From an optimization exercise on the open Yosys and OpenROAD flow, aimed at small area, a short achievable clock period and few clock cycles; shortcuts taken in it are not production practice.
In this exercise RTL edits were held to simulation tests only and were not proved equivalent to the original.

==> build 5: inputs <==
Design tis80_core, start of the top module:
module tis80_core (
    input  wire        clk,
    input  wire        rst,
    output reg         mem_req,
    output reg         mem_we,
    output reg  [15:0] mem_addr,
    output wire [7:0]  mem_wdata,
    input  wire        mem_ready,
    input  wire [7:0]  mem_rdata,
    output reg         step_done,
    output wire [1:0]  step_outcome,
    output wire [16:0] pc_o,
    output wire [7:0]  acc_o,
    output wire [15:0] sp_o,
    output wire [2:0]  flags_o,
    output wire        halted_o,
    output wire        pmode_o,
    output wire        ie_o
);
export LEC_CHECK = 0
export ABC_AREA = 1
export CAP_MARGIN = 20
export CORE_MARGIN = 2
export CORE_UTILIZATION = 60
export PLACE_DENSITY = 0.7
export SLEW_MARGIN = 20
create_clock -name core_clock -period 10.0 [get_ports {clk}]
standard.sh (not shown) runs the stock make flow with config.mk's settings and CLKGATE_MAP_FILE= SYNTH_SCRIPT=/design/flow/synth_recipe.tcl, a recipe that flattens the netlist after the stock synthesis.
==> flow/flow/run.sh <==
#!/bin/bash
# The standard layout with two changes: the port buffers are buf_2 cells
# rather than the delay buffers buffer_ports picks on its own, and the timing
# repair aims further below the clock period. The make output is kept in
# standard.log; each ORFS step keeps its own log under orfs/logs/.
set -euo pipefail
bash standard.sh "BUFFER_PORTS_ARGS=-buffer_cell sky130_fd_sc_hd__buf_2" \
    SETUP_SLACK_MARGIN=6 finish > standard.log 2>&1
==> build 72 (differences from build 5) <==
--- a/flow/design.v
+++ b/flow/design.v
@@ -41,12 +41,11 @@
                S_PUSH  = 5'b10100,    
                S_CPCH  = 5'b10101,    
                S_CPCL  = 5'b10110,    
                S_CIT   = 5'b10111;    
     localparam T_NONE = 2'd0, T_LIVE = 2'd1, T_DEAD = 2'd2;
-    localparam PC_HOLD = 3'd0, PC_INC1 = 3'd1, PC_INC2 = 3'd2, PC_JMP = 3'd3, PC_TGT = 3'd4,
-               PC_INC3 = 3'd5;
+    localparam PC_HOLD = 3'd0, PC_INC1 = 3'd1, PC_INC2 = 3'd2, PC_JMP = 3'd3, PC_TGT = 3'd4;
     localparam A_HOLD = 3'd0, A_SHL = 3'd1, A_SHR = 3'd2, A_NOT = 3'd3, A_ALU = 3'd4, A_RD = 3'd5,
                A_ZERO = 3'd6;
     localparam SP_HOLD = 2'd0, SP_POP = 2'd1, SP_INC = 2'd2, SP_SA = 2'd3;
     localparam P_HOLD = 3'd0, P_SHIFT = 3'd1, P_INC = 3'd2, P_PAIR = 3'd3, P_VEC = 3'd4;
     localparam W_HOLD = 3'd0, W_REG = 3'd1, W_OB = 3'd2, W_OP0 = 3'd3,
@@ -118,11 +117,10 @@
     wire        acc_z     = (acc == 8'h00);
     wire        jmp_taken = (opcode[2:0] == 3'd0) || (opcode[2:0] == 3'd1 && acc_z) ||
                             ((opcode[2:0] == 3'd2 || opcode[2:0] == 3'd3) && !acc_z);
     wire        jfg_taken = (op0 < 8'd3) && flags[op0[1:0]];
     wire [16:0] pc_inc2 = pc + 17'd2;
-    wire [16:0] pc_inc3 = pc + 17'd3;
     wire [15:0] ptr_inc = ptr + 16'd1;
     wire        sp_full = (sp == 8'hFF);
     wire [7:0]  sp_inc  = sp + 8'd1;
     wire [7:0]  sp_pop  = (sp > 8'h04) ? sp - 8'd1 : sp;
     wire        alu_sub = opcode[1];                        
@@ -317,28 +315,17 @@
                 end else begin
                     opc_ld   = 1'b1;
                     cnt_zero = 1'b1;
                     pc_sel   = PC_INC1;
                     wd_sel   = W_REG;            
-                    vid_sel  = (mem_rdata == 8'h38) ? 2'd3 : 2'd2;
+                    vid_sel  = 2'd2;             
                     ptr_sel  = P_VEC;
                     fb_sel     = 2'd2;
                     cur_ld     = 1'b1;
                     cur_acc_ld = (tmode != T_LIVE);
                     k_sel      = (tmode != T_LIVE) ? K_ACC : K_PICK;
                     case (mem_rdata)
-                        8'h21: if (!acc_z) begin pc_sel = PC_INC3; finish(OUT_CONTINUE); end
-                               else st_n = S_OPER;
-                        8'h22, 8'h23:
-                               if (acc_z) begin pc_sel = PC_INC3; finish(OUT_CONTINUE); end
-                               else st_n = S_OPER;
-                        8'h24: begin pc_sel = PC_INC3; finish(OUT_CONTINUE); end   
-                        8'h38: begin                                         
-                            pc_sel     = PC_INC3;
-                            flags_n[2] = 1'b1;
-                            dispatch(1'b0);
-                        end
                         8'h14: begin wr_acc(A_SHL); finish(OUT_CONTINUE); end
                         8'h15: begin wr_acc(A_SHR); finish(OUT_CONTINUE); end
                         8'h19: begin wr_acc(A_NOT); finish(OUT_CONTINUE); end
                         8'h41: begin halted_n = 1'b1; finish(OUT_HALTED); end
                         8'h42: begin pmode_n = 1'b1; finish(OUT_CONTINUE); end
@@ -378,15 +365,18 @@
                     case (opcode)
                         8'h10, 8'h11, 8'h12, 8'h13, 8'h16, 8'h17, 8'h18, 8'h35: begin
                             op0_ld = 1'b1;
                             st_n   = S_ALU;
                         end
-                        8'h20, 8'h21, 8'h22, 8'h23: begin                   
+                        8'h20, 8'h21, 8'h22, 8'h23, 8'h24: begin            
                             ptr_sel = P_SHIFT;
                             if (cnt[0]) begin
                                 pc_sel = PC_JMP;
                                 finish(OUT_CONTINUE);
+                            end else if (!jmp_taken) begin
+                                pc_sel = PC_INC2;
+                                finish(OUT_CONTINUE);
                             end
                         end
                         8'h25: begin                                         
                             ptr_sel = P_SHIFT;
                             if (cnt == 2'd0)
@@ -399,10 +389,16 @@
                             end else begin
                                 pc_sel = PC_JMP;
                                 finish(OUT_CONTINUE);
                             end
                         end
+                        8'h38: begin                                         
+                            pc_sel     = PC_INC2;
+                            flags_n[2] = 1'b1;
+                            vid_sel    = 2'd3;
+                            dispatch(1'b0);
+                        end
                         8'h30, 8'h36: begin                                  
                             if (cnt == 2'd2) begin
                                 op0_ld = 1'b1;
                                 if (ob[7:4] != 4'd0) finish(OUT_CONTINUE);
                                 else st_n = opcode[1] ? S_PTRH : S_RD;
@@ -599,11 +595,10 @@
             so_chk       <= so_chk_n;
             tmode        <= tmode_n;
             case (pc_sel)
                 PC_INC1: pc <= pc_inc1;
                 PC_INC2: pc <= pc_inc2;
-                PC_INC3: pc <= pc_inc3;
                 PC_JMP:  pc <= {1'b0, ptr[7:0], ob};
                 PC_TGT:  pc <= {1'b0, ptr};
                 default: ;
             endcase
             case (acc_sel)
==> flow/run.sh (new file) <==
#!/bin/bash
# synth_recipe.tcl (not shown) runs the flow's synth.tcl, then flattens the netlist and writes it again
# the make line also repeats each setting of config.mk as NAME=value (left out here)
make -C /OpenROAD-flow-scripts/flow DESIGN_CONFIG=/design/flow/config.mk WORK_HOME=/design/flow/orfs CLKGATE_MAP_FILE= SYNTH_SCRIPT=/design/flow/synth_recipe.tcl finish
SETUP_SLACK_MARGIN = 5   (was not set)
removed: flow/flow/run.sh
removed: flow/standard.sh
==> build 2 (differences from build 5) <==
--- a/flow/design.v
+++ b/flow/design.v
@@ -6,11 +6,11 @@
     output reg  [15:0] mem_addr,
     output wire [7:0]  mem_wdata,
     input  wire        mem_ready,
     input  wire [7:0]  mem_rdata,
     output reg         step_done,
-    output wire [1:0]  step_outcome,
+    output reg  [1:0]  step_outcome,
     output wire [16:0] pc_o,
     output wire [7:0]  acc_o,
     output wire [15:0] sp_o,
     output wire [2:0]  flags_o,
     output wire        halted_o,
@@ -20,13 +20,13 @@
     localparam OUT_CONTINUE = 2'd0, OUT_HALTED = 2'd1, OUT_OOB = 2'd2, OUT_UNKNOWN = 2'd3;
     localparam S_FETCH = 5'b00000,    
                S_OPER  = 5'b00001,    
                S_ALU   = 5'b00010,    
                S_PSR   = 5'b00011,    
-               S_STOP  = 5'b00100,    
-               S_STOPU = 5'b00110,    
+               S_STOP  = 5'b00100,
                S_HANG  = 5'b00101,
+               S_DEC   = 5'b00110,    
                S_AOVF  = 5'b00111,    
                S_RD    = 5'b01000,    
                S_PTRH  = 5'b01001,    
                S_PTRL  = 5'b01010,    
                S_VECH  = 5'b01011,    
@@ -41,12 +41,11 @@
                S_PUSH  = 5'b10100,    
                S_CPCH  = 5'b10101,    
                S_CPCL  = 5'b10110,    
                S_CIT   = 5'b10111;    
     localparam T_NONE = 2'd0, T_LIVE = 2'd1, T_DEAD = 2'd2;
-    localparam PC_HOLD = 3'd0, PC_INC1 = 3'd1, PC_INC2 = 3'd2, PC_JMP = 3'd3, PC_TGT = 3'd4,
-               PC_INC3 = 3'd5;
+    localparam PC_HOLD = 3'd0, PC_INC1 = 3'd1, PC_INC2 = 3'd2, PC_JMP = 3'd3, PC_TGT = 3'd4;
     localparam A_HOLD = 3'd0, A_SHL = 3'd1, A_SHR = 3'd2, A_NOT = 3'd3, A_ALU = 3'd4, A_RD = 3'd5,
                A_ZERO = 3'd6;
     localparam SP_HOLD = 2'd0, SP_POP = 2'd1, SP_INC = 2'd2, SP_SA = 2'd3;
     localparam P_HOLD = 3'd0, P_SHIFT = 3'd1, P_INC = 3'd2, P_PAIR = 3'd3, P_VEC = 3'd4;
     localparam W_HOLD = 3'd0, W_REG = 3'd1, W_OB = 3'd2, W_OP0 = 3'd3,
@@ -78,13 +77,10 @@
     assign sp_o      = {8'h01, sp};
     assign flags_o   = flags;
     assign halted_o  = halted;
     assign pmode_o   = pmode;
     assign ie_o      = ie;
-    assign step_outcome = (state == S_STOPU) ? OUT_UNKNOWN :
-                          (state != S_STOP)  ? OUT_CONTINUE :
-                          halted             ? OUT_HALTED : OUT_OOB;
     assign mem_wdata = wd;
     function known_op;
         input [7:0] op;
         begin
             case (op)
@@ -97,10 +93,11 @@
             endcase
         end
     endfunction
     wire st_fetch = (state == S_FETCH);
     wire st_oper  = (state == S_OPER);
+    wire st_dec   = (state == S_DEC);
     wire in_call  = (state == S_CPCL) || (state == S_CIT);
     wire [7:0]  ob = (st_oper && pc[16]) ? 8'h00 : mem_rdata;
     wire [16:0] need     = ~cm;
     wire [15:0] need_x   = need[16:1];
     wire [3:0]  nib_any  = {|need_x[15:12], |need_x[11:8], |need_x[7:4], |need_x[3:0]};
@@ -118,11 +115,10 @@
     wire        acc_z     = (acc == 8'h00);
     wire        jmp_taken = (opcode[2:0] == 3'd0) || (opcode[2:0] == 3'd1 && acc_z) ||
                             ((opcode[2:0] == 3'd2 || opcode[2:0] == 3'd3) && !acc_z);
     wire        jfg_taken = (op0 < 8'd3) && flags[op0[1:0]];
     wire [16:0] pc_inc2 = pc + 17'd2;
-    wire [16:0] pc_inc3 = pc + 17'd3;
     wire [15:0] ptr_inc = ptr + 16'd1;
     wire        sp_full = (sp == 8'hFF);
     wire [7:0]  sp_inc  = sp + 8'd1;
     wire [7:0]  sp_pop  = (sp > 8'h04) ? sp - 8'd1 : sp;
     wire        alu_sub = opcode[1];                        
@@ -151,11 +147,11 @@
             K_ACC:   sa_k = -6'sd1;                         
             default: sa_k = !pick_any ? -6'sd3 : pk_acc ? -6'sd1 : {2'b00, pk_x};
         endcase
     end
     wire [9:0]  ret_g   = {2'b00, sp} - 10'd16;
-    wire [9:0]  sa_sum  = (st_fetch ? ret_g : fbase) + {{4{sa_k[5]}}, sa_k};
+    wire [9:0]  sa_sum  = (st_dec ? ret_g : fbase) + {{4{sa_k[5]}}, sa_k};
     wire        sa_low  = sa_sum[9] || (sa_sum[8:2] == 7'd0);
     wire [7:0]  sa      = sa_low ? 8'h04 : (sa_sum[8] ? 8'hFF : sa_sum[7:0]);
     always @(*) begin
         if (state[4]) begin
             mem_addr = {8'h01, sp};
@@ -173,11 +169,11 @@
     end
     reg [4:0]  st_n;
     reg [2:0]  pc_sel, acc_sel, ptr_sel;
     reg [1:0]  sp_sel;
     reg [2:0]  wd_sel;
-    reg [1:0]  vid_sel, tmode_n;
+    reg [1:0]  vid_sel, tmode_n, outcome_n;
     reg        pw_ld;
     reg [2:0]  flags_n;
     reg        halted_n, pmode_n, ie_n, so_chk_n, done_n;
     reg        op0_ld, opc_ld, cnt_zero, cnt_inc;
     reg        x_we, x_wr_instr, acc_wr_instr;
@@ -185,12 +181,11 @@
     reg [1:0]  fb_sel;       
     task finish;
         input [1:0] outcome;
         begin
             done_n    = 1'b1;
-            st_n      = (outcome == OUT_CONTINUE) ? S_FETCH :
-                        (outcome == OUT_UNKNOWN)  ? S_STOPU : S_STOP;
+            st_n      = (outcome == OUT_CONTINUE) ? S_FETCH : S_STOP;
         end
     endtask
     task dispatch;
         input nothing;       
         begin
@@ -223,10 +218,11 @@
     task call_start;
         input [2:0] pch_sel;     
         begin
             if (pch_sel != W_HOLD) wd_sel = pch_sel;
             cm_zero = (tmode != T_DEAD);
+            tmode_n = T_NONE;
             st_n    = S_CPCH;
         end
     endtask
     task call_next;
         begin
@@ -285,10 +281,14 @@
             wd_sel       = W_HOLD;
             vid_sel      = 2'd0;
             k_sel        = K_PICK;
             pw_ld        = 1'b0;
             tmode_n      = tmode;
+            outcome_n    = !st_fetch           ? OUT_CONTINUE :
+                           pc[16]              ? OUT_OOB :
+                           mem_rdata == 8'h41  ? OUT_HALTED :
+                           !known_op(mem_rdata) ? OUT_UNKNOWN : OUT_CONTINUE;
             flags_n      = flags;
             halted_n     = halted;
             pmode_n      = pmode;
             ie_n         = ie;
             so_chk_n     = so_chk;
@@ -317,55 +317,21 @@
                 end else begin
                     opc_ld   = 1'b1;
                     cnt_zero = 1'b1;
                     pc_sel   = PC_INC1;
                     wd_sel   = W_REG;            
-                    vid_sel  = (mem_rdata == 8'h38) ? 2'd3 : 2'd2;
+                    vid_sel  = 2'd2;             
                     ptr_sel  = P_VEC;
-                    fb_sel     = 2'd2;
-                    cur_ld     = 1'b1;
-                    cur_acc_ld = (tmode != T_LIVE);
-                    k_sel      = (tmode != T_LIVE) ? K_ACC : K_PICK;
                     case (mem_rdata)
-                        8'h21: if (!acc_z) begin pc_sel = PC_INC3; finish(OUT_CONTINUE); end
-                               else st_n = S_OPER;
-                        8'h22, 8'h23:
-                               if (acc_z) begin pc_sel = PC_INC3; finish(OUT_CONTINUE); end
-                               else st_n = S_OPER;
-                        8'h24: begin pc_sel = PC_INC3; finish(OUT_CONTINUE); end   
-                        8'h38: begin                                         
-                            pc_sel     = PC_INC3;
-                            flags_n[2] = 1'b1;
-                            dispatch(1'b0);
-                        end
                         8'h14: begin wr_acc(A_SHL); finish(OUT_CONTINUE); end
                         8'h15: begin wr_acc(A_SHR); finish(OUT_CONTINUE); end
                         8'h19: begin wr_acc(A_NOT); finish(OUT_CONTINUE); end
                         8'h41: begin halted_n = 1'b1; finish(OUT_HALTED); end
                         8'h42: begin pmode_n = 1'b1; finish(OUT_CONTINUE); end
                         8'h43: begin ie_n    = 1'b1; finish(OUT_CONTINUE); end
                         8'h44: begin ie_n    = 1'b0; finish(OUT_CONTINUE); end
-                        8'h50: begin                                         
-                            tmode_n = T_NONE;
-                            if (sp_full) stack_overflow;
-                            else st_n = S_PUSH;
-                        end
-                        8'h51: begin                                         
-                            tmode_n = T_NONE;
-                            sp_sel  = SP_POP;
-                            st_n    = S_POP;
-                        end
-                        8'h55: begin                                         
-                            sp_sel = SP_SA;
-                            if (tmode == T_LIVE) begin
-                                cm_set = 1'b1;
-                                st_n   = pick_any ? S_RIT : S_RPCH;
-                            end else begin
-                                cm_one = 1'b1;
-                                st_n   = S_RIT;
-                            end
-                        end
+                        8'h50, 8'h51, 8'h55: st_n = S_DEC;
                         default: begin
                             if (!known_op(mem_rdata)) finish(OUT_UNKNOWN);
                             else st_n = S_OPER;
                         end
                     endcase
@@ -378,15 +344,18 @@
                     case (opcode)
                         8'h10, 8'h11, 8'h12, 8'h13, 8'h16, 8'h17, 8'h18, 8'h35: begin
                             op0_ld = 1'b1;
                             st_n   = S_ALU;
                         end
-                        8'h20, 8'h21, 8'h22, 8'h23: begin                   
+                        8'h20, 8'h21, 8'h22, 8'h23, 8'h24: begin            
                             ptr_sel = P_SHIFT;
                             if (cnt[0]) begin
                                 pc_sel = PC_JMP;
                                 finish(OUT_CONTINUE);
+                            end else if (!jmp_taken) begin
+                                pc_sel = PC_INC2;
+                                finish(OUT_CONTINUE);
                             end
                         end
                         8'h25: begin                                         
                             ptr_sel = P_SHIFT;
                             if (cnt == 2'd0)
@@ -399,10 +368,16 @@
                             end else begin
                                 pc_sel = PC_JMP;
                                 finish(OUT_CONTINUE);
                             end
                         end
+                        8'h38: begin                                         
+                            pc_sel     = PC_INC2;
+                            flags_n[2] = 1'b1;
+                            vid_sel    = 2'd3;
+                            dispatch(1'b0);
+                        end
                         8'h30, 8'h36: begin                                  
                             if (cnt == 2'd2) begin
                                 op0_ld = 1'b1;
                                 if (ob[7:4] != 4'd0) finish(OUT_CONTINUE);
                                 else st_n = opcode[1] ? S_PTRH : S_RD;
@@ -455,10 +430,37 @@
                         end
                         default: finish(OUT_CONTINUE);
                     endcase
                 end
             end
+            S_DEC: begin
+                case (opcode)
+                            8'h50: begin                                         
+                                tmode_n = T_NONE;
+                                if (sp_full) stack_overflow;
+                                else st_n = S_PUSH;
+                            end
+                            8'h51: begin                                         
+                                tmode_n = T_NONE;
+                                sp_sel  = SP_POP;
+                                st_n    = S_POP;
+                            end
+                            8'h55: begin                                         
+                                if (tmode == T_LIVE)
+                                    ret_next;
+                                else begin
+                                    fb_sel     = 2'd2;
+                                    cm_one     = 1'b1;
+                                    cur_acc_ld = 1'b1;
+                                    sp_sel     = SP_SA;
+                                    k_sel      = K_ACC;
+                                    st_n       = S_RIT;
+                                end
+                            end
+                    default: ;
+                endcase
+            end
             S_ALU: begin
                 wr_acc(A_ALU);
                 if (alu_as && alu_ovf) st_n = S_AOVF;
                 else                   finish(OUT_CONTINUE);
             end
@@ -519,15 +521,16 @@
             end
             S_VECL: begin
                 so_chk_n = 1'b0;
                 ptr_sel  = P_PAIR;
                 wd_sel   = W_PCH;
-                call_start(W_HOLD);
                 if (wd == 8'h00 && mem_rdata == 8'h00)
                     finish(OUT_CONTINUE);
                 else if (so_chk)
                     st_n = S_HANG;               
+                else
+                    call_start(W_HOLD);      
             end
             S_CPCH: begin
                 fb_sel = 2'd1;
                 if (sp_full) call_overflow;
                 else begin
@@ -568,12 +571,12 @@
     wire [6:0]  vid = (vid_sel == 2'd0) ? ob[6:0] : {5'd0, vid_sel};
     wire [3:0]  x_widx = pw_v ? pw_idx : op0[3:0];
     wire [7:0]  x_wd   = pw_v ? wd : mem_rdata;
     wire        ob_ok  = (ob[7:4] == 4'd0);
     wire [15:0] cm_clr_op0 = {15'd0, x_wr_instr} << op0[3:0];
-    wire [15:0] cm_clr_ob  = {15'd0, pw_ld && ob_ok} << ob[3:0];
-    wire [16:0] cm_clr = {(cm_clr_op0 | cm_clr_ob) & {16{!stall}}, acc_wr_instr && !stall};
+    wire [15:0] cm_clr_pw  = {15'd0, pw_v} << pw_idx;
+    wire [16:0] cm_clr = {cm_clr_pw | (cm_clr_op0 & {16{!stall}}), acc_wr_instr && !stall};
     wire [16:0] cm_n   = ((cm & ~cm_clr) & {17{!(!stall && (cm_zero || cm_one))}}) |
                          ((!stall && cm_set) ? pk1h : 17'd0) | {16'd0, !stall && cm_one};
     always @(posedge clk) begin
         if (rst) begin
             state        <= S_FETCH;
@@ -583,10 +586,11 @@
             flags        <= 3'b000;
             halted       <= 1'b0;
             pmode        <= 1'b0;
             ie           <= 1'b0;
             step_done    <= 1'b0;
+            step_outcome <= OUT_CONTINUE;
             so_chk       <= 1'b0;
             tmode        <= T_NONE;
         end else if (stall) begin
             step_done    <= 1'b0;
         end else begin
@@ -594,16 +598,16 @@
             flags        <= flags_n;
             halted       <= halted_n;
             pmode        <= pmode_n;
             ie           <= ie_n;
             step_done    <= done_n;
+            step_outcome <= outcome_n;
             so_chk       <= so_chk_n;
             tmode        <= tmode_n;
             case (pc_sel)
                 PC_INC1: pc <= pc_inc1;
                 PC_INC2: pc <= pc_inc2;
-                PC_INC3: pc <= pc_inc3;
                 PC_JMP:  pc <= {1'b0, ptr[7:0], ob};
                 PC_TGT:  pc <= {1'b0, ptr};
                 default: ;
             endcase
             case (acc_sel)
@@ -649,22 +653,23 @@
                 2'd1:    fbase <= {2'b00, sp} + 10'd3;
                 2'd2:    fbase <= ret_g;
                 default: ;
             endcase
             if (cur_ld) begin
-                cur_acc <= pk_acc || cur_acc_ld;
+                cur_acc <= pk_acc;
                 cur_v   <= pick_any;
-            end
+            end else if (cur_acc_ld)
+                cur_acc <= 1'b1;
         end
     end
     always @(posedge clk) cm <= cm_n;
-    reg rst_x;
-    always @(posedge clk) rst_x <= rst;
     always @(posedge clk) begin
-        if (rst) pw_v <= 1'b0;
-        else     pw_v <= pw_ld && ob_ok && !stall;
-        if (rst_x) begin
+        if (rst) begin
+            pw_v <= 1'b0;
             for (i = 0; i < 16; i = i + 1) x[i] <= 8'h00;
-        end else if (!rst && (pw_v || (x_we && !stall)))
-            x[x_widx] <= x_wd;
+        end else begin
+            pw_v <= pw_ld && ob_ok && !stall;
+            if (pw_v || (x_we && !stall))
+                x[x_widx] <= x_wd;
+        end
     end
 endmodule
==> comparison table <==
| quantity | build 5 | build 2 | build 72 |
|---|---|---|---|
| Result of the run | finished clean | finished clean | finished clean |
| Complex-gate fraction of the synthesized area | 18.53% | 17.63% | 18.07% |
| Post-layout instance count excluding filler cells | 2,948 | 2,891 | 2,864 |
| Max_slew headroom | 37.24% | 29.47% | 25.82% |
| Routed via count divided by cell count | 6.683 | 6.440 | 6.505 |
| Endpoint arrival time on the critical path | 4.49 ns | 4.45 ns | 2.82 ns |
| Clk tree area frac | 4.392% | 4.426% | 4.733% |
| Reg-to-reg critical path endpoint | state[2] | state[0] | state[2] |
| Multi-input logic cell count | 1,800 | 1,745 | 1,772 |
| Top Layer Used | met5 | met4 | met4 |
| Global Route met3 Usage | 9.235% | 6.126% | 8.766% |
| Clock buffers | 32 | 32 | 36 |
| Critical-path top delay cell | sky130_fd_sc_hd__fa_2 | sky130_fd_sc_hd__fa_2 | sky130_fd_sc_hd__dfxtp_1 |
| Die extent in x | 176.9 um | 175.4 um | 175.5 um |
Testbench counts of build 5, summed over its fixed seeds: cycles 282,336.
Testbench counts of build 72, summed over its fixed seeds: cycles 287,512.
Testbench counts of build 2, summed over its fixed seeds: cycles 291,067.

## afterwards: timing with drivers on the ports
The results above use ideal ports. As a check the final layouts listed here were re-extracted and re-timed, cells and wires unchanged.
Step 1 (the two cells are an assumption about what drives the block):
set clk [get_ports {clk}]
set_driving_cell -lib_cell sky130_fd_sc_hd__clkbuf_16 $clk
set_driving_cell -lib_cell sky130_fd_sc_hd__buf_2 [delete_from_list [all_inputs] $clk]
Step 2, shift: input delay + t, output delay - t, t = (earliest + latest rising clock arrival at the registers) / 2. This alone moves slack from input paths to output paths.
Three values: no drivers, after step 1, after step 2; two values: the first two.
| run | shift t [ns] | slack for setup (ns) | hold WS [ns] | latest minus earliest clock arrival (ns) | worst register clock-pin slew, ns |
|---|---|---|---|---|---|
| build 5 | 0.631 | 6.039 / 6.010 / 5.441 | 0.487 / 0.487 / 0.487 | 0.016 / 0.016 | 0.07 / 0.07 |
| build 72 | 0.631 | 5.179 / 5.121 / 4.840 | 0.466 / 0.466 / 0.466 | 0.017 / 0.016 | 0.07 / 0.07 |
| build 2 | 0.614 | 6.028 / 6.003 / 5.470 | 0.476 / 0.476 / 0.476 | 0.018 / 0.018 | 0.07 / 0.07 |
After both steps setup and hold are still met in every run listed. The setup slack of build 5, which loses most, moves by -0.029 ns with the drivers and by -0.598 ns with both steps.
